Source: an optimization exercise on an open RTL-to-GDS flow (aim: small area, a short achievable clock period and few clock cycles). Production flows keep margins and buffers that such runs may drop.
Function was checked by simulation only, so behaviour that the tests miss may differ from the original.
Power and IR drop assume default switching activity.

==> 04-26: inputs <==
==> flow/design.v (excerpt) <==
module tr1_bitcodec (
    input  wire        clk,
    input  wire        rst,         
    input  wire        bus_en,      
    input  wire        bus_we,      
    input  wire [1:0]  bus_space,   
    input  wire [5:0]  bus_addr,    
    input  wire [31:0] bus_wdata,
    output reg  [31:0] bus_rdata,   
    output wire        busy         
);
==> flow/config.mk <==
export PLATFORM = sky130hd
export DESIGN_NAME = tr1_bitcodec
export DESIGN_NICKNAME = tr1_bitcodec
export VERILOG_FILES = /design/flow/design.v
export SDC_FILE = /design/flow/constraint.sdc
export NUM_CORES = 4
export LEC_CHECK = 0
export ABC_AREA = 1
export CAP_MARGIN = 20
export CORE_MARGIN = 2
export CORE_UTILIZATION = 55
export SETUP_SLACK_MARGIN = 4.4
export SLEW_MARGIN = 20
export TNS_END_PERCENT = 0
==> flow/constraint.sdc <==
create_clock -name core_clock -period 8.0 [get_ports {clk}]
set_input_delay 1.6000 -clock core_clock [delete_from_list [all_inputs] [get_ports {clk}]]
set_output_delay 1.6000 -clock core_clock [all_outputs]
set_load 0.01 [all_outputs]
standard.sh (not shown) runs the stock make flow with config.mk's settings and CLKGATE_MAP_FILE= SYNTH_SCRIPT=/design/flow/synth_recipe.tcl, a recipe that flattens the netlist after the stock synthesis.
==> flow/flow/run.sh <==
#!/bin/bash
# The standard layout (standard.sh), with one change: ABC maps the synthesized
# logic with the area script in flow/abc_area.script (ABC's &nf mapper after
# &dch) instead of ORFS's map-based area script. Registers are mapped before
# ABC runs, so they are the standard synthesis's.
set -euo pipefail
rm -rf scripts_abc
mkdir scripts_abc
cp -rL "$FLOW_HOME/scripts/." scripts_abc/
cp flow/abc_area.script scripts_abc/abc_area.script
export SCRIPTS_DIR="$PWD/scripts_abc"
bash standard.sh > standard.log 2>&1
==> flow/flow/abc_area.script <==
strash
&get -n
&fraig -x
&put
scorr
dc2
strash
&get -n
&dch -f
&nf {D}
&put
==> 10-21 (differences from 04-26) <==
--- a/flow/design.v
+++ b/flow/design.v
@@ -62,34 +62,31 @@
     reg          cl_q;          
     reg          flush_q;       
     reg [W-1:0]  acc;           
     reg [LW-1:0] f;             
     reg [AW:0]   wp;            
     wire [AW-1:0] rd_word = busy_r ? rp[AW-1:0] : bus_addr[4:LW-3];
     reg  [W-1:0]  in_word;
-    reg  [7:0]    out_oct;
-    function [7:0] mux32x8(input [255:0] v, input [4:0] sel);
+    function [15:0] mux16pair(input [255:0] v, input [3:0] sel);
         reg [127:0] l1;
         reg [63:0]  l2;
         reg [31:0]  l3;
-        reg [15:0]  l4;
         integer q;
         begin
             for (q = 0; q < 16; q = q + 1) l1[8*q +: 8] = sel[0] ? v[16*q+8 +: 8] : v[16*q +: 8];
             for (q = 0; q < 8; q = q + 1)  l2[8*q +: 8] = sel[1] ? l1[16*q+8 +: 8] : l1[16*q +: 8];
             for (q = 0; q < 4; q = q + 1)  l3[8*q +: 8] = sel[2] ? l2[16*q+8 +: 8] : l2[16*q +: 8];
-            for (q = 0; q < 2; q = q + 1)  l4[8*q +: 8] = sel[3] ? l3[16*q+8 +: 8] : l3[16*q +: 8];
-            mux32x8 = sel[4] ? l4[15:8] : l4[7:0];
+            for (q = 0; q < 2; q = q + 1)  mux16pair[8*q +: 8] = sel[3] ? l3[16*q+8 +: 8] : l3[16*q +: 8];
         end
     endfunction
+    wire [15:0] in_pair  = mux16pair(in_bits, rd_word[3:0]);
+    wire [15:0] out_pair = mux16pair(out_bits, bus_addr[3:0]);
     always @(*) begin
-        in_word = mux32x8(in_bits, rd_word);
-        out_oct = mux32x8(out_bits, bus_addr[4:0]);
+        in_word = rd_word[4] ? in_pair[15:8] : in_pair[7:0];
     end
-    wire [7:0] in_oct = (W == 8) ? in_word[7:0] : (bus_addr[0] ? in_word[W-1:W-8] : in_word[7:0]);
     function [W-1:0] funnel(input [W-1:0] cur, input [W-1:0] prv, input [LW-1:0] n);
         reg [2*W-1:0] cat;
         begin
             cat = {cur, prv} >> (W - n);
             funnel = cat[W-1:0];
         end
     endfunction
@@ -247,15 +244,15 @@
     reg [HENC-1:0] henc_bits;
     always @(*) begin
         for (j = 0; j < W / 4; j = j + 1)
             henc_bits[7 * j +: 7] = ham_enc(xw[4 * j +: 4]);
     end
     wire [2:0]  henc_ng = (vcnt + 3) >> 2;
     wire [5:0]  henc_k = {henc_ng, 3'b000} - {3'b000, henc_ng};
-    wire [W+11:0] hu = ({12'd0, xw} << hcnt) | {{(W+6){1'b0}}, hbuf & ((6'd1 << hcnt) - 6'd1)};
+    wire [W+11:0] hu = ({12'd0, xw} << hcnt) | {{(W+6){1'b0}}, hbuf};    
     wire          hfull = ({1'b0, hcnt} + W >= 7 * HG);
     reg  [4*HG-1:0] hdec_bits;
     always @(*) begin
         for (j = 0; j < HG; j = j + 1)
             hdec_bits[4 * j +: 4] = ham_dec(hu[7 * j +: 7]);
     end
     wire signed [9:0] hc = {7'd0, hcnt};
@@ -363,37 +360,66 @@
     end
     always @(posedge clk) begin
         for (w = 0; w < NW; w = w + 1) begin
             if (wr_en && ((w == wp && we0) || (w == wp1 && we1)))
                 out_bits[W * w +: W] <= (w % 2 == 0) ? slot_e : slot_o;
         end
     end
-    reg [7:0] in_oct_r, out_oct_r;
+    reg [15:0] in_pair_r, out_pair_r;            
     always @(*) begin
         for (b = 0; b < 8; b = b + 1) begin
-            in_oct_r[7 - b]  = in_oct[b];
-            out_oct_r[7 - b] = out_oct[b];
+            in_pair_r[7 - b]   = in_pair[b];
+            in_pair_r[15 - b]  = in_pair[8 + b];
+            out_pair_r[7 - b]  = out_pair[b];
+            out_pair_r[15 - b] = out_pair[8 + b];
         end
     end
+    reg [31:8] rd_up;       
+    reg [7:0]  rd_lo;       
+    reg [7:0]  rd_hi;       
+    reg        rd_sel;      
     always @(posedge clk) begin
-        bus_rdata <= 32'd0;
+        rd_up  <= 24'd0;
+        rd_lo  <= 8'd0;
+        rd_hi  <= 8'd0;
+        rd_sel <= bus_addr[4];
         case (bus_space)
             2'd0: begin
                 case (bus_addr)
-                    6'd1:    bus_rdata <= {24'd0, code_r, 2'b00, err_r, busy_r};
-                    6'd2:    bus_rdata <= in_blen;
-                    6'd4:    bus_rdata <= {23'd0, out_blen};
-                    default: bus_rdata <= 32'd0;
+                    6'd1: begin
+                        rd_lo <= {code_r, 2'b00, err_r, busy_r};
+                        rd_hi <= {code_r, 2'b00, err_r, busy_r};
+                    end
+                    6'd2: begin
+                        rd_up <= in_blen[31:8];
+                        rd_lo <= in_blen[7:0];
+                        rd_hi <= in_blen[7:0];
+                    end
+                    6'd4: begin
+                        rd_up <= {15'd0, out_blen[8]};
+                        rd_lo <= out_blen[7:0];
+                        rd_hi <= out_blen[7:0];
+                    end
+                    default: ;
                 endcase
             end
-            2'd1:    bus_rdata <= {24'd0, in_oct_r};
-            2'd2:    bus_rdata <= {24'd0, out_oct_r};
-            default: bus_rdata <= 32'd0;
+            2'd1: begin
+                rd_lo <= in_pair_r[7:0];
+                rd_hi <= in_pair_r[15:8];
+            end
+            2'd2: begin
+                rd_lo <= out_pair_r[7:0];
+                rd_hi <= out_pair_r[15:8];
+            end
+            default: ;
         endcase
     end
+    always @(*) begin
+        bus_rdata = {rd_up, rd_sel ? rd_hi : rd_lo};
+    end
     wire cmd_wr = host_wr && bus_space == 2'd0 && bus_addr == 6'd0;
     wire [7:0] wlo = bus_wdata[7:0];
     wire w_hi0 = (bus_wdata[31:8] == 24'd0);
     wire w_bst = (wlo[7:1] == 7'h18);
     wire w_crc = (wlo[7:1] == 7'h20);
     wire w_ham = (wlo[7:1] == 7'h28);
     wire w_var = wlo[0];
==> flow/run.sh (new file) <==
#!/bin/bash
# synth_recipe.tcl (not shown) runs the flow's synth.tcl, then flattens the netlist and writes it again
# the make line also repeats each setting of config.mk as NAME=value (left out here)
make -C /OpenROAD-flow-scripts/flow DESIGN_CONFIG=/design/flow/config.mk WORK_HOME=/design/flow/orfs CLKGATE_MAP_FILE= SYNTH_SCRIPT=/design/flow/synth_recipe.tcl finish
- SETUP_SLACK_MARGIN: 4.4 -> 4.6
removed: flow/flow/run.sh
removed: flow/flow/abc_area.script
removed: flow/standard.sh
==> 02-01 (differences from 04-26) <==
--- a/flow/design.v
+++ b/flow/design.v
@@ -39,16 +39,14 @@
     assign busy = busy_r;
     wire host_wr = bus_en & bus_we & ~busy_r;
     wire [8:0] L = in_blen[8:0];
     wire signed [9:0] Ls = {1'b0, L};
     reg [2:0]    kph;           
     reg          op_bst, op_crc, op_ham, op_var;    
     reg          cnt_pass;      
-    reg          legal_q;       
-    reg          chk_q;         
     reg [LW-1:0] sh;            
     reg [AW:0]   rp;            
     reg [W-1:0]  raw_q;         
     reg [W-1:0]  prevraw;       
     reg [W-1:0]  in_q;          
     reg signed [9:0] rem;       
     reg [31:0]   crc;
@@ -395,17 +393,17 @@
     wire w_hi0 = (bus_wdata[31:8] == 24'd0);
     wire w_bst = (wlo[7:1] == 7'h18);
     wire w_crc = (wlo[7:1] == 7'h20);
     wire w_ham = (wlo[7:1] == 7'h28);
     wire w_var = wlo[0];
     wire legal = w_hi0 & (w_bst | w_crc | w_ham);
     wire in_range = (in_blen <= 32'd256);
-    wire ovf = (op_crc & ~op_var & (L > 9'd224)) | (op_ham & ~op_var & (L > 9'd144));
-    wire empty_now = (op_crc & op_var & (L < 9'd32)) | (op_bst & op_var & (L < 9'd16)) |
-                     (op_ham & (L == 9'd0));
+    wire ovf = (w_crc & ~w_var & (L > 9'd224)) | (w_ham & ~w_var & (L > 9'd144));
+    wire empty_now = (w_crc & w_var & (L < 9'd32)) | (w_bst & w_var & (L < 9'd16)) |
+                     (w_ham & (L == 9'd0));
     wire [LW-1:0] sh_idle = w_crc ? crc_v : (w_bst & w_var) ? (8 % W) : 0;
     wire [W-1:0]  lmask = tmask(Ls);
     always @(posedge clk) begin
         if (rst) begin
             in_blen  <= 32'd0;
             out_blen <= 9'd0;
             busy_r   <= 1'b0;
@@ -437,18 +435,28 @@
             nk_q     <= 6'd0;
             fin_q    <= 1'b0;
             acc      <= {W{1'b0}};
             f        <= w_crc ? L[LW-1:0] : 0;
             wp       <= (w_crc && L[LW-1:0] != 0) ? {(AW+1){1'b1}} : 0;
             if (host_wr && bus_space == 2'd0 && bus_addr == 6'd2)
                 in_blen <= bus_wdata;
-            legal_q  <= legal;
-            chk_q    <= 1'b1;
-            if (cmd_wr)
-                busy_r <= 1'b1;
+            if (cmd_wr) begin
+                if (!legal)
+                    code_r <= 4'd1;
+                else if (!in_range)
+                    code_r <= 4'd3;
+                else if (ovf)
+                    code_r <= 4'd4;
+                else if (empty_now) begin
+                    code_r   <= 4'd0;
+                    err_r    <= w_crc;
+                    out_blen <= 9'd0;
+                end else
+                    busy_r <= 1'b1;
+            end
         end else begin
             nb_q  <= nb;
             nk_q  <= nk;
             fin_q <= fin & ~cnt_pass;
             cl_q  <= (kph == K_CHUNK) & last_chunk & cnt_pass;
             case (kph)
             K_BUBBLE: begin
@@ -520,28 +528,10 @@
                 else begin
                     busy_r   <= 1'b0;
                     code_r   <= 4'd0;
                     err_r    <= op_crc & op_var & (crc != CRC_RESIDUE);
                     out_blen <= olen_n;
                 end
             end
-            chk_q <= 1'b0;
-            if (chk_q) begin
-                if (!legal_q) begin
-                    code_r <= 4'd1;
-                    busy_r <= 1'b0;
-                end else if (!in_range) begin
-                    code_r <= 4'd3;
-                    busy_r <= 1'b0;
-                end else if (ovf) begin
-                    code_r <= 4'd4;
-                    busy_r <= 1'b0;
-                end else if (empty_now) begin
-                    code_r   <= 4'd0;
-                    err_r    <= op_crc;
-                    out_blen <= 9'd0;
-                    busy_r   <= 1'b0;
-                end
-            end
         end
     end
 endmodule
- SETUP_SLACK_MARGIN: 4.4 -> 5
- TNS_END_PERCENT: 0 -> unset
==> qor summary <==
Clk pwr: 10-21 3.77 mW; 04-26 3.57 mW; 02-01 3.60 mW
Number of flip-flops and latches: 10-21 738; 04-26 729; 02-01 727
Via count of the first global-routing pass: 10-21 28986; 04-26 26394; 02-01 29440
Post-synthesis net count: 10-21 4129; 04-26 3136; 02-01 3141
Total routed wire length on the met1 layer: 10-21 48500 µm; 04-26 45500 µm; 02-01 48200 µm
Slew at the pin with the worst max-slew slack: 10-21 1.17 ns; 04-26 1.15 ns; 02-01 1.35 ns
Number of flops mapped to enable cells by yosys: 10-21 650; 04-26 650; 02-01 648
Result of the run: 10-21 finished clean; 04-26 finished clean; 02-01 finished clean
CTS sink count: 10-21 738; 04-26 729; 02-01 727
Relative slew margins: 10-21 21.1%; 04-26 23.0%; 02-01 10.2%
Required time of the critical path: 10-21 8.49 ns; 04-26 8.36 ns; 02-01 8.32 ns
Non-clock buffer count in the final layout: 10-21 155; 04-26 221; 02-01 540
Count of routing violations after the opening detailed-route iteration: 10-21 3460; 04-26 3377; 02-01 4790
Multi-input gate area: 10-21 0.0144 mm²; 04-26 0.0146 mm²; 02-01 0.0175 mm²
Number of vias per cell after detailed routing: 10-21 6.16; 04-26 6.59; 02-01 6.89
Crit path largest cell delay: 10-21 1.04 ns; 04-26 0.78 ns; 02-01 0.49 ns
Testbench counts of 04-26, summed over its fixed seeds: cycles 16,814.
Testbench counts of 10-21, summed over its fixed seeds: cycles 16,814.
Testbench counts of 02-01, summed over its fixed seeds: cycles 16,813.


==> inputs of job 4604 <==
tr1_bitcodec again, from the RTL that the note above started with.
## tr1_bitcodec
module tr1_bitcodec (
    input  wire        clk,
    input  wire        rst,         
    input  wire        bus_en,      
    input  wire        bus_we,      
    input  wire [1:0]  bus_space,   
    input  wire [5:0]  bus_addr,    
    input  wire [31:0] bus_wdata,
    output reg  [31:0] bus_rdata,   
    output wire        busy         
);
Settings: LEC_CHECK=0, ABC_AREA=1, CAP_MARGIN=20, CORE_MARGIN=2, CORE_UTILIZATION=55, SETUP_SLACK_MARGIN=4.4, SLEW_MARGIN=20, TNS_END_PERCENT=0; clock period 8.0 ns.
run.sh (not shown) runs the stock make flow with config.mk's settings and CLKGATE_MAP_FILE= SYNTH_SCRIPT=/design/flow/synth_recipe.tcl, a recipe that flattens the netlist after the stock synthesis.
Stock flow here: none of the scripts above is used.
==> job 9991 (differences from job 4604) <==
--- a/flow/design.v
+++ b/flow/design.v
@@ -62,34 +62,31 @@
     reg          cl_q;          
     reg          flush_q;       
     reg [W-1:0]  acc;           
     reg [LW-1:0] f;             
     reg [AW:0]   wp;            
     wire [AW-1:0] rd_word = busy_r ? rp[AW-1:0] : bus_addr[4:LW-3];
     reg  [W-1:0]  in_word;
-    reg  [7:0]    out_oct;
-    function [7:0] mux32x8(input [255:0] v, input [4:0] sel);
+    function [15:0] mux16pair(input [255:0] v, input [3:0] sel);
         reg [127:0] l1;
         reg [63:0]  l2;
         reg [31:0]  l3;
-        reg [15:0]  l4;
         integer q;
         begin
             for (q = 0; q < 16; q = q + 1) l1[8*q +: 8] = sel[0] ? v[16*q+8 +: 8] : v[16*q +: 8];
             for (q = 0; q < 8; q = q + 1)  l2[8*q +: 8] = sel[1] ? l1[16*q+8 +: 8] : l1[16*q +: 8];
             for (q = 0; q < 4; q = q + 1)  l3[8*q +: 8] = sel[2] ? l2[16*q+8 +: 8] : l2[16*q +: 8];
-            for (q = 0; q < 2; q = q + 1)  l4[8*q +: 8] = sel[3] ? l3[16*q+8 +: 8] : l3[16*q +: 8];
-            mux32x8 = sel[4] ? l4[15:8] : l4[7:0];
+            for (q = 0; q < 2; q = q + 1)  mux16pair[8*q +: 8] = sel[3] ? l3[16*q+8 +: 8] : l3[16*q +: 8];
         end
     endfunction
+    wire [15:0] in_pair  = mux16pair(in_bits, rd_word[3:0]);
+    wire [15:0] out_pair = mux16pair(out_bits, bus_addr[3:0]);
     always @(*) begin
-        in_word = mux32x8(in_bits, rd_word);
-        out_oct = mux32x8(out_bits, bus_addr[4:0]);
+        in_word = rd_word[4] ? in_pair[15:8] : in_pair[7:0];
     end
-    wire [7:0] in_oct = (W == 8) ? in_word[7:0] : (bus_addr[0] ? in_word[W-1:W-8] : in_word[7:0]);
     function [W-1:0] funnel(input [W-1:0] cur, input [W-1:0] prv, input [LW-1:0] n);
         reg [2*W-1:0] cat;
         begin
             cat = {cur, prv} >> (W - n);
             funnel = cat[W-1:0];
         end
     endfunction
@@ -247,15 +244,15 @@
     reg [HENC-1:0] henc_bits;
     always @(*) begin
         for (j = 0; j < W / 4; j = j + 1)
             henc_bits[7 * j +: 7] = ham_enc(xw[4 * j +: 4]);
     end
     wire [2:0]  henc_ng = (vcnt + 3) >> 2;
     wire [5:0]  henc_k = {henc_ng, 3'b000} - {3'b000, henc_ng};
-    wire [W+11:0] hu = ({12'd0, xw} << hcnt) | {{(W+6){1'b0}}, hbuf & ((6'd1 << hcnt) - 6'd1)};
+    wire [W+11:0] hu = ({12'd0, xw} << hcnt) | {{(W+6){1'b0}}, hbuf};    
     wire          hfull = ({1'b0, hcnt} + W >= 7 * HG);
     reg  [4*HG-1:0] hdec_bits;
     always @(*) begin
         for (j = 0; j < HG; j = j + 1)
             hdec_bits[4 * j +: 4] = ham_dec(hu[7 * j +: 7]);
     end
     wire signed [9:0] hc = {7'd0, hcnt};
@@ -363,37 +360,66 @@
     end
     always @(posedge clk) begin
         for (w = 0; w < NW; w = w + 1) begin
             if (wr_en && ((w == wp && we0) || (w == wp1 && we1)))
                 out_bits[W * w +: W] <= (w % 2 == 0) ? slot_e : slot_o;
         end
     end
-    reg [7:0] in_oct_r, out_oct_r;
+    reg [15:0] in_pair_r, out_pair_r;            
     always @(*) begin
         for (b = 0; b < 8; b = b + 1) begin
-            in_oct_r[7 - b]  = in_oct[b];
-            out_oct_r[7 - b] = out_oct[b];
+            in_pair_r[7 - b]   = in_pair[b];
+            in_pair_r[15 - b]  = in_pair[8 + b];
+            out_pair_r[7 - b]  = out_pair[b];
+            out_pair_r[15 - b] = out_pair[8 + b];
         end
     end
+    reg [31:8] rd_up;       
+    reg [7:0]  rd_lo;       
+    reg [7:0]  rd_hi;       
+    reg        rd_sel;      
     always @(posedge clk) begin
-        bus_rdata <= 32'd0;
+        rd_up  <= 24'd0;
+        rd_lo  <= 8'd0;
+        rd_hi  <= 8'd0;
+        rd_sel <= bus_addr[4];
         case (bus_space)
             2'd0: begin
                 case (bus_addr)
-                    6'd1:    bus_rdata <= {24'd0, code_r, 2'b00, err_r, busy_r};
-                    6'd2:    bus_rdata <= in_blen;
-                    6'd4:    bus_rdata <= {23'd0, out_blen};
-                    default: bus_rdata <= 32'd0;
+                    6'd1: begin
+                        rd_lo <= {code_r, 2'b00, err_r, busy_r};
+                        rd_hi <= {code_r, 2'b00, err_r, busy_r};
+                    end
+                    6'd2: begin
+                        rd_up <= in_blen[31:8];
+                        rd_lo <= in_blen[7:0];
+                        rd_hi <= in_blen[7:0];
+                    end
+                    6'd4: begin
+                        rd_up <= {15'd0, out_blen[8]};
+                        rd_lo <= out_blen[7:0];
+                        rd_hi <= out_blen[7:0];
+                    end
+                    default: ;
                 endcase
             end
-            2'd1:    bus_rdata <= {24'd0, in_oct_r};
-            2'd2:    bus_rdata <= {24'd0, out_oct_r};
-            default: bus_rdata <= 32'd0;
+            2'd1: begin
+                rd_lo <= in_pair_r[7:0];
+                rd_hi <= in_pair_r[15:8];
+            end
+            2'd2: begin
+                rd_lo <= out_pair_r[7:0];
+                rd_hi <= out_pair_r[15:8];
+            end
+            default: ;
         endcase
     end
+    always @(*) begin
+        bus_rdata = {rd_up, rd_sel ? rd_hi : rd_lo};
+    end
     wire cmd_wr = host_wr && bus_space == 2'd0 && bus_addr == 6'd0;
     wire [7:0] wlo = bus_wdata[7:0];
     wire w_hi0 = (bus_wdata[31:8] == 24'd0);
     wire w_bst = (wlo[7:1] == 7'h18);
     wire w_crc = (wlo[7:1] == 7'h20);
     wire w_ham = (wlo[7:1] == 7'h28);
     wire w_var = wlo[0];
==> flow/flow/run.sh (new file) <==
#!/bin/bash
# The standard layout (standard.sh), with one change: ABC maps the synthesized
# logic with the area script in flow/abc_area.script (ABC's &nf mapper after
# &dch) instead of ORFS's map-based area script. Registers are mapped before
# ABC runs, so they are the standard synthesis's.
set -euo pipefail
rm -rf scripts_abc
mkdir scripts_abc
cp -rL "$FLOW_HOME/scripts/." scripts_abc/
cp flow/abc_area.script scripts_abc/abc_area.script
export SCRIPTS_DIR="$PWD/scripts_abc"
bash standard.sh > standard.log 2>&1
==> flow/flow/abc_area.script (new file) <==
strash
&get -n
&fraig -x
&put
scorr
dc2
strash
&get -n
&dch -f
&nf {D}
&put
==> flow/standard.sh (new file) <==
#!/bin/bash
# synth_recipe.tcl (not shown) runs the flow's synth.tcl, then flattens the netlist and writes it again
# the make line also repeats each setting of config.mk as NAME=value (left out here)
make -C /OpenROAD-flow-scripts/flow DESIGN_CONFIG=/design/flow/config.mk WORK_HOME=/design/flow/orfs CLKGATE_MAP_FILE= SYNTH_SCRIPT=/design/flow/synth_recipe.tcl "${@:-finish}"
CORE_UTILIZATION = 65   (was 55)
SETUP_SLACK_MARGIN = 4.6   (was 4.4)
TNS_END_PERCENT = 100   (was 0)
removed: flow/run.sh
==> job 1876 (differences from job 4604) <==
--- a/flow/design.v
+++ b/flow/design.v
@@ -39,16 +39,14 @@
     assign busy = busy_r;
     wire host_wr = bus_en & bus_we & ~busy_r;
     wire [8:0] L = in_blen[8:0];
     wire signed [9:0] Ls = {1'b0, L};
     reg [2:0]    kph;           
     reg          op_bst, op_crc, op_ham, op_var;    
     reg          cnt_pass;      
-    reg          legal_q;       
-    reg          chk_q;         
     reg [LW-1:0] sh;            
     reg [AW:0]   rp;            
     reg [W-1:0]  raw_q;         
     reg [W-1:0]  prevraw;       
     reg [W-1:0]  in_q;          
     reg signed [9:0] rem;       
     reg [31:0]   crc;
@@ -395,17 +393,17 @@
     wire w_hi0 = (bus_wdata[31:8] == 24'd0);
     wire w_bst = (wlo[7:1] == 7'h18);
     wire w_crc = (wlo[7:1] == 7'h20);
     wire w_ham = (wlo[7:1] == 7'h28);
     wire w_var = wlo[0];
     wire legal = w_hi0 & (w_bst | w_crc | w_ham);
     wire in_range = (in_blen <= 32'd256);
-    wire ovf = (op_crc & ~op_var & (L > 9'd224)) | (op_ham & ~op_var & (L > 9'd144));
-    wire empty_now = (op_crc & op_var & (L < 9'd32)) | (op_bst & op_var & (L < 9'd16)) |
-                     (op_ham & (L == 9'd0));
+    wire ovf = (w_crc & ~w_var & (L > 9'd224)) | (w_ham & ~w_var & (L > 9'd144));
+    wire empty_now = (w_crc & w_var & (L < 9'd32)) | (w_bst & w_var & (L < 9'd16)) |
+                     (w_ham & (L == 9'd0));
     wire [LW-1:0] sh_idle = w_crc ? crc_v : (w_bst & w_var) ? (8 % W) : 0;
     wire [W-1:0]  lmask = tmask(Ls);
     always @(posedge clk) begin
         if (rst) begin
             in_blen  <= 32'd0;
             out_blen <= 9'd0;
             busy_r   <= 1'b0;
@@ -437,18 +435,28 @@
             nk_q     <= 6'd0;
             fin_q    <= 1'b0;
             acc      <= {W{1'b0}};
             f        <= w_crc ? L[LW-1:0] : 0;
             wp       <= (w_crc && L[LW-1:0] != 0) ? {(AW+1){1'b1}} : 0;
             if (host_wr && bus_space == 2'd0 && bus_addr == 6'd2)
                 in_blen <= bus_wdata;
-            legal_q  <= legal;
-            chk_q    <= 1'b1;
-            if (cmd_wr)
-                busy_r <= 1'b1;
+            if (cmd_wr) begin
+                if (!legal)
+                    code_r <= 4'd1;
+                else if (!in_range)
+                    code_r <= 4'd3;
+                else if (ovf)
+                    code_r <= 4'd4;
+                else if (empty_now) begin
+                    code_r   <= 4'd0;
+                    err_r    <= w_crc;
+                    out_blen <= 9'd0;
+                end else
+                    busy_r <= 1'b1;
+            end
         end else begin
             nb_q  <= nb;
             nk_q  <= nk;
             fin_q <= fin & ~cnt_pass;
             cl_q  <= (kph == K_CHUNK) & last_chunk & cnt_pass;
             case (kph)
             K_BUBBLE: begin
@@ -520,28 +528,10 @@
                 else begin
                     busy_r   <= 1'b0;
                     code_r   <= 4'd0;
                     err_r    <= op_crc & op_var & (crc != CRC_RESIDUE);
                     out_blen <= olen_n;
                 end
             end
-            chk_q <= 1'b0;
-            if (chk_q) begin
-                if (!legal_q) begin
-                    code_r <= 4'd1;
-                    busy_r <= 1'b0;
-                end else if (!in_range) begin
-                    code_r <= 4'd3;
-                    busy_r <= 1'b0;
-                end else if (ovf) begin
-                    code_r <= 4'd4;
-                    busy_r <= 1'b0;
-                end else if (empty_now) begin
-                    code_r   <= 4'd0;
-                    err_r    <= op_crc;
-                    out_blen <= 9'd0;
-                    busy_r   <= 1'b0;
-                end
-            end
         end
     end
 endmodule
SETUP_SLACK_MARGIN = 5   (was 4.4)
TNS_END_PERCENT = unset   (was 0)
==> job 6358 (differences from job 4604) <==
--- a/flow/design.v
+++ b/flow/design.v
@@ -62,34 +62,31 @@
     reg          cl_q;          
     reg          flush_q;       
     reg [W-1:0]  acc;           
     reg [LW-1:0] f;             
     reg [AW:0]   wp;            
     wire [AW-1:0] rd_word = busy_r ? rp[AW-1:0] : bus_addr[4:LW-3];
     reg  [W-1:0]  in_word;
-    reg  [7:0]    out_oct;
-    function [7:0] mux32x8(input [255:0] v, input [4:0] sel);
+    function [15:0] mux16pair(input [255:0] v, input [3:0] sel);
         reg [127:0] l1;
         reg [63:0]  l2;
         reg [31:0]  l3;
-        reg [15:0]  l4;
         integer q;
         begin
             for (q = 0; q < 16; q = q + 1) l1[8*q +: 8] = sel[0] ? v[16*q+8 +: 8] : v[16*q +: 8];
             for (q = 0; q < 8; q = q + 1)  l2[8*q +: 8] = sel[1] ? l1[16*q+8 +: 8] : l1[16*q +: 8];
             for (q = 0; q < 4; q = q + 1)  l3[8*q +: 8] = sel[2] ? l2[16*q+8 +: 8] : l2[16*q +: 8];
-            for (q = 0; q < 2; q = q + 1)  l4[8*q +: 8] = sel[3] ? l3[16*q+8 +: 8] : l3[16*q +: 8];
-            mux32x8 = sel[4] ? l4[15:8] : l4[7:0];
+            for (q = 0; q < 2; q = q + 1)  mux16pair[8*q +: 8] = sel[3] ? l3[16*q+8 +: 8] : l3[16*q +: 8];
         end
     endfunction
+    wire [15:0] in_pair  = mux16pair(in_bits, rd_word[3:0]);
+    wire [15:0] out_pair = mux16pair(out_bits, bus_addr[3:0]);
     always @(*) begin
-        in_word = mux32x8(in_bits, rd_word);
-        out_oct = mux32x8(out_bits, bus_addr[4:0]);
+        in_word = rd_word[4] ? in_pair[15:8] : in_pair[7:0];
     end
-    wire [7:0] in_oct = (W == 8) ? in_word[7:0] : (bus_addr[0] ? in_word[W-1:W-8] : in_word[7:0]);
     function [W-1:0] funnel(input [W-1:0] cur, input [W-1:0] prv, input [LW-1:0] n);
         reg [2*W-1:0] cat;
         begin
             cat = {cur, prv} >> (W - n);
             funnel = cat[W-1:0];
         end
     endfunction
@@ -247,15 +244,15 @@
     reg [HENC-1:0] henc_bits;
     always @(*) begin
         for (j = 0; j < W / 4; j = j + 1)
             henc_bits[7 * j +: 7] = ham_enc(xw[4 * j +: 4]);
     end
     wire [2:0]  henc_ng = (vcnt + 3) >> 2;
     wire [5:0]  henc_k = {henc_ng, 3'b000} - {3'b000, henc_ng};
-    wire [W+11:0] hu = ({12'd0, xw} << hcnt) | {{(W+6){1'b0}}, hbuf & ((6'd1 << hcnt) - 6'd1)};
+    wire [W+11:0] hu = ({12'd0, xw} << hcnt) | {{(W+6){1'b0}}, hbuf};    
     wire          hfull = ({1'b0, hcnt} + W >= 7 * HG);
     reg  [4*HG-1:0] hdec_bits;
     always @(*) begin
         for (j = 0; j < HG; j = j + 1)
             hdec_bits[4 * j +: 4] = ham_dec(hu[7 * j +: 7]);
     end
     wire signed [9:0] hc = {7'd0, hcnt};
@@ -363,37 +360,66 @@
     end
     always @(posedge clk) begin
         for (w = 0; w < NW; w = w + 1) begin
             if (wr_en && ((w == wp && we0) || (w == wp1 && we1)))
                 out_bits[W * w +: W] <= (w % 2 == 0) ? slot_e : slot_o;
         end
     end
-    reg [7:0] in_oct_r, out_oct_r;
+    reg [15:0] in_pair_r, out_pair_r;            
     always @(*) begin
         for (b = 0; b < 8; b = b + 1) begin
-            in_oct_r[7 - b]  = in_oct[b];
-            out_oct_r[7 - b] = out_oct[b];
+            in_pair_r[7 - b]   = in_pair[b];
+            in_pair_r[15 - b]  = in_pair[8 + b];
+            out_pair_r[7 - b]  = out_pair[b];
+            out_pair_r[15 - b] = out_pair[8 + b];
         end
     end
+    reg [31:8] rd_up;       
+    reg [7:0]  rd_lo;       
+    reg [7:0]  rd_hi;       
+    reg        rd_sel;      
     always @(posedge clk) begin
-        bus_rdata <= 32'd0;
+        rd_up  <= 24'd0;
+        rd_lo  <= 8'd0;
+        rd_hi  <= 8'd0;
+        rd_sel <= bus_addr[4];
         case (bus_space)
             2'd0: begin
                 case (bus_addr)
-                    6'd1:    bus_rdata <= {24'd0, code_r, 2'b00, err_r, busy_r};
-                    6'd2:    bus_rdata <= in_blen;
-                    6'd4:    bus_rdata <= {23'd0, out_blen};
-                    default: bus_rdata <= 32'd0;
+                    6'd1: begin
+                        rd_lo <= {code_r, 2'b00, err_r, busy_r};
+                        rd_hi <= {code_r, 2'b00, err_r, busy_r};
+                    end
+                    6'd2: begin
+                        rd_up <= in_blen[31:8];
+                        rd_lo <= in_blen[7:0];
+                        rd_hi <= in_blen[7:0];
+                    end
+                    6'd4: begin
+                        rd_up <= {15'd0, out_blen[8]};
+                        rd_lo <= out_blen[7:0];
+                        rd_hi <= out_blen[7:0];
+                    end
+                    default: ;
                 endcase
             end
-            2'd1:    bus_rdata <= {24'd0, in_oct_r};
-            2'd2:    bus_rdata <= {24'd0, out_oct_r};
-            default: bus_rdata <= 32'd0;
+            2'd1: begin
+                rd_lo <= in_pair_r[7:0];
+                rd_hi <= in_pair_r[15:8];
+            end
+            2'd2: begin
+                rd_lo <= out_pair_r[7:0];
+                rd_hi <= out_pair_r[15:8];
+            end
+            default: ;
         endcase
     end
+    always @(*) begin
+        bus_rdata = {rd_up, rd_sel ? rd_hi : rd_lo};
+    end
     wire cmd_wr = host_wr && bus_space == 2'd0 && bus_addr == 6'd0;
     wire [7:0] wlo = bus_wdata[7:0];
     wire w_hi0 = (bus_wdata[31:8] == 24'd0);
     wire w_bst = (wlo[7:1] == 7'h18);
     wire w_crc = (wlo[7:1] == 7'h20);
     wire w_ham = (wlo[7:1] == 7'h28);
     wire w_var = wlo[0];
==> flow/flow/run.sh (new file) <==
#!/bin/bash
# The standard layout (standard.sh), with one change: ABC maps the synthesized
# logic with the area script in flow/abc_area.script (ABC's &nf mapper after
# &dch) instead of ORFS's map-based area script. Registers are mapped before
# ABC runs, so they are the standard synthesis's.
set -euo pipefail
rm -rf scripts_abc
mkdir scripts_abc
cp -rL "$FLOW_HOME/scripts/." scripts_abc/
cp flow/abc_area.script scripts_abc/abc_area.script
export SCRIPTS_DIR="$PWD/scripts_abc"
bash standard.sh > standard.log 2>&1
==> flow/flow/abc_area.script (new file) <==
strash
&get -n
&fraig -x
&put
scorr
dc2
strash
&get -n
&dch -f
&nf {D}
&put
==> flow/standard.sh (new file) <==
#!/bin/bash
# synth_recipe.tcl (not shown) runs the flow's synth.tcl, then flattens the netlist and writes it again
# the make line also repeats each setting of config.mk as NAME=value (left out here)
make -C /OpenROAD-flow-scripts/flow DESIGN_CONFIG=/design/flow/config.mk WORK_HOME=/design/flow/orfs CLKGATE_MAP_FILE= SYNTH_SCRIPT=/design/flow/synth_recipe.tcl "${@:-finish}"
SETUP_SLACK_MARGIN = 4.6   (was 4.4)
TNS_END_PERCENT = 100   (was 0)
removed: flow/run.sh
==> impl_metrics.ini <==
[routing]
viasPerCell = 7.30
dr_wl_met2_mm = 55.2
wl_mm = 124

[finish]
seqCellArea_um2 = 21300
layout_common_cells = edfxtp_1, nand2_1, a21oi_1, o21ai_0, nor2_1
antenna_cells = 1
nNetsFinal = 3538

[timing]
tightest_slew_ps = 1230
post-route-period-util_pct = 45.3
finClkSkew_ps = 41.0

[status]
outcome = no timing/DRC/antenna violations

[pwr]
p_leak_nw = 14.6

[critical_path]
cp_top_family = compound AO/OA/AOI/OAI gates
The numbers above come from job 9991.

==> impl_metrics.ini <==
[timing]
finClkSkew_ps = 52.8

[routing]
wl_mm = 120

[critical_path]
cp_top_family = compound AO/OA/AOI/OAI gates

[finish]
layout_common_cells = nand2_1, edfxtp_1, o21ai_0, nor2_1, inv_1
antenna_cells = 0
seqCellArea_um2 = 21100

[status]
outcome = no timing/DRC/antenna violations

[pwr]
p_leak_nw = 15.5
The numbers above come from job 4604.

==> impl_metrics.ini <==
[synth]
yosysTopAreaCellShare_pct = 52.6

[routing]
dr_wl_met2_mm = 60.2
viasPerCell = 6.56
wl_mm = 139

[finish]
layout_common_cells = edfxtp_1, nand2_1, nor2_1, o21ai_0, nand3_1
nNetsFinal = 4270
seqCellArea_um2 = 21100

[status]
outcome = no timing/DRC/antenna violations

[critical_path]
cp_top_family = simple AND/OR/NAND/NOR gates

[timing]
tightest_slew_ps = 1240
finClkSkew_ps = 63.3
post-route-period-util_pct = 45.7
The numbers above come from job 1876.

==> impl_metrics.ini <==
[routing]
dr_wl_met2_mm = 54.5
wl_mm = 119

[timing]
post-route-period-util_pct = 43.2

[status]
outcome = no timing/DRC/antenna violations

[finish]
antenna_cells = 1

[pwr]
p_leak_nw = 14.8

[critical_path]
cp_top_family = simple AND/OR/NAND/NOR gates
The numbers above come from job 6358.

Testbench counts of job 4604, summed over its fixed seeds: cycles 16,814.
Testbench counts of job 9991, summed over its fixed seeds: cycles 16,814.
Testbench counts of job 1876, summed over its fixed seeds: cycles 16,813.
Testbench counts of job 6358, summed over its fixed seeds: cycles 16,814.

-- re-timing with driven ports --
The flow's constraints put no driver on any port. The routed layouts listed below were extracted and timed again, unchanged, in two steps. Step 1, drivers: a clkbuf_16 drives clk and a buf_2 each remaining input, both assumed. Step 2 adds t to the input delays and takes it off the output delays; t is the mean of the earliest and latest rising clock arrival at the registers after step 1. Input paths then give back, and output paths get back, about the clock's delay inside the block. Slacks: ideal / step 1 / step 2; pairs: ideal / step 1.
run	shift t [ns]	setup slack, ns	worst register clock-pin slew, ns
04-26	0.690	4.190 / 4.208 / 3.538	0.07 / 0.07
10-21	0.703	3.928 / 3.973 / 3.270	0.07 / 0.07
02-01	0.706	4.545 / 4.545 / 4.026	0.07 / 0.07
job 4604	0.696	4.296 / 4.328 / 3.632	0.07 / 0.07
job 9991	0.681	4.375 / 4.411 / 3.729	0.07 / 0.07
job 1876	0.712	4.343 / 4.379 / 3.668	0.07 / 0.07
job 6358	0.697	4.541 / 4.541 / 3.922	0.06 / 0.06
After both steps setup and hold are still met in every run listed. For job 1876, which loses most, drivers alone change the setup slack by +0.036 ns; drivers and shift together by -0.675 ns.
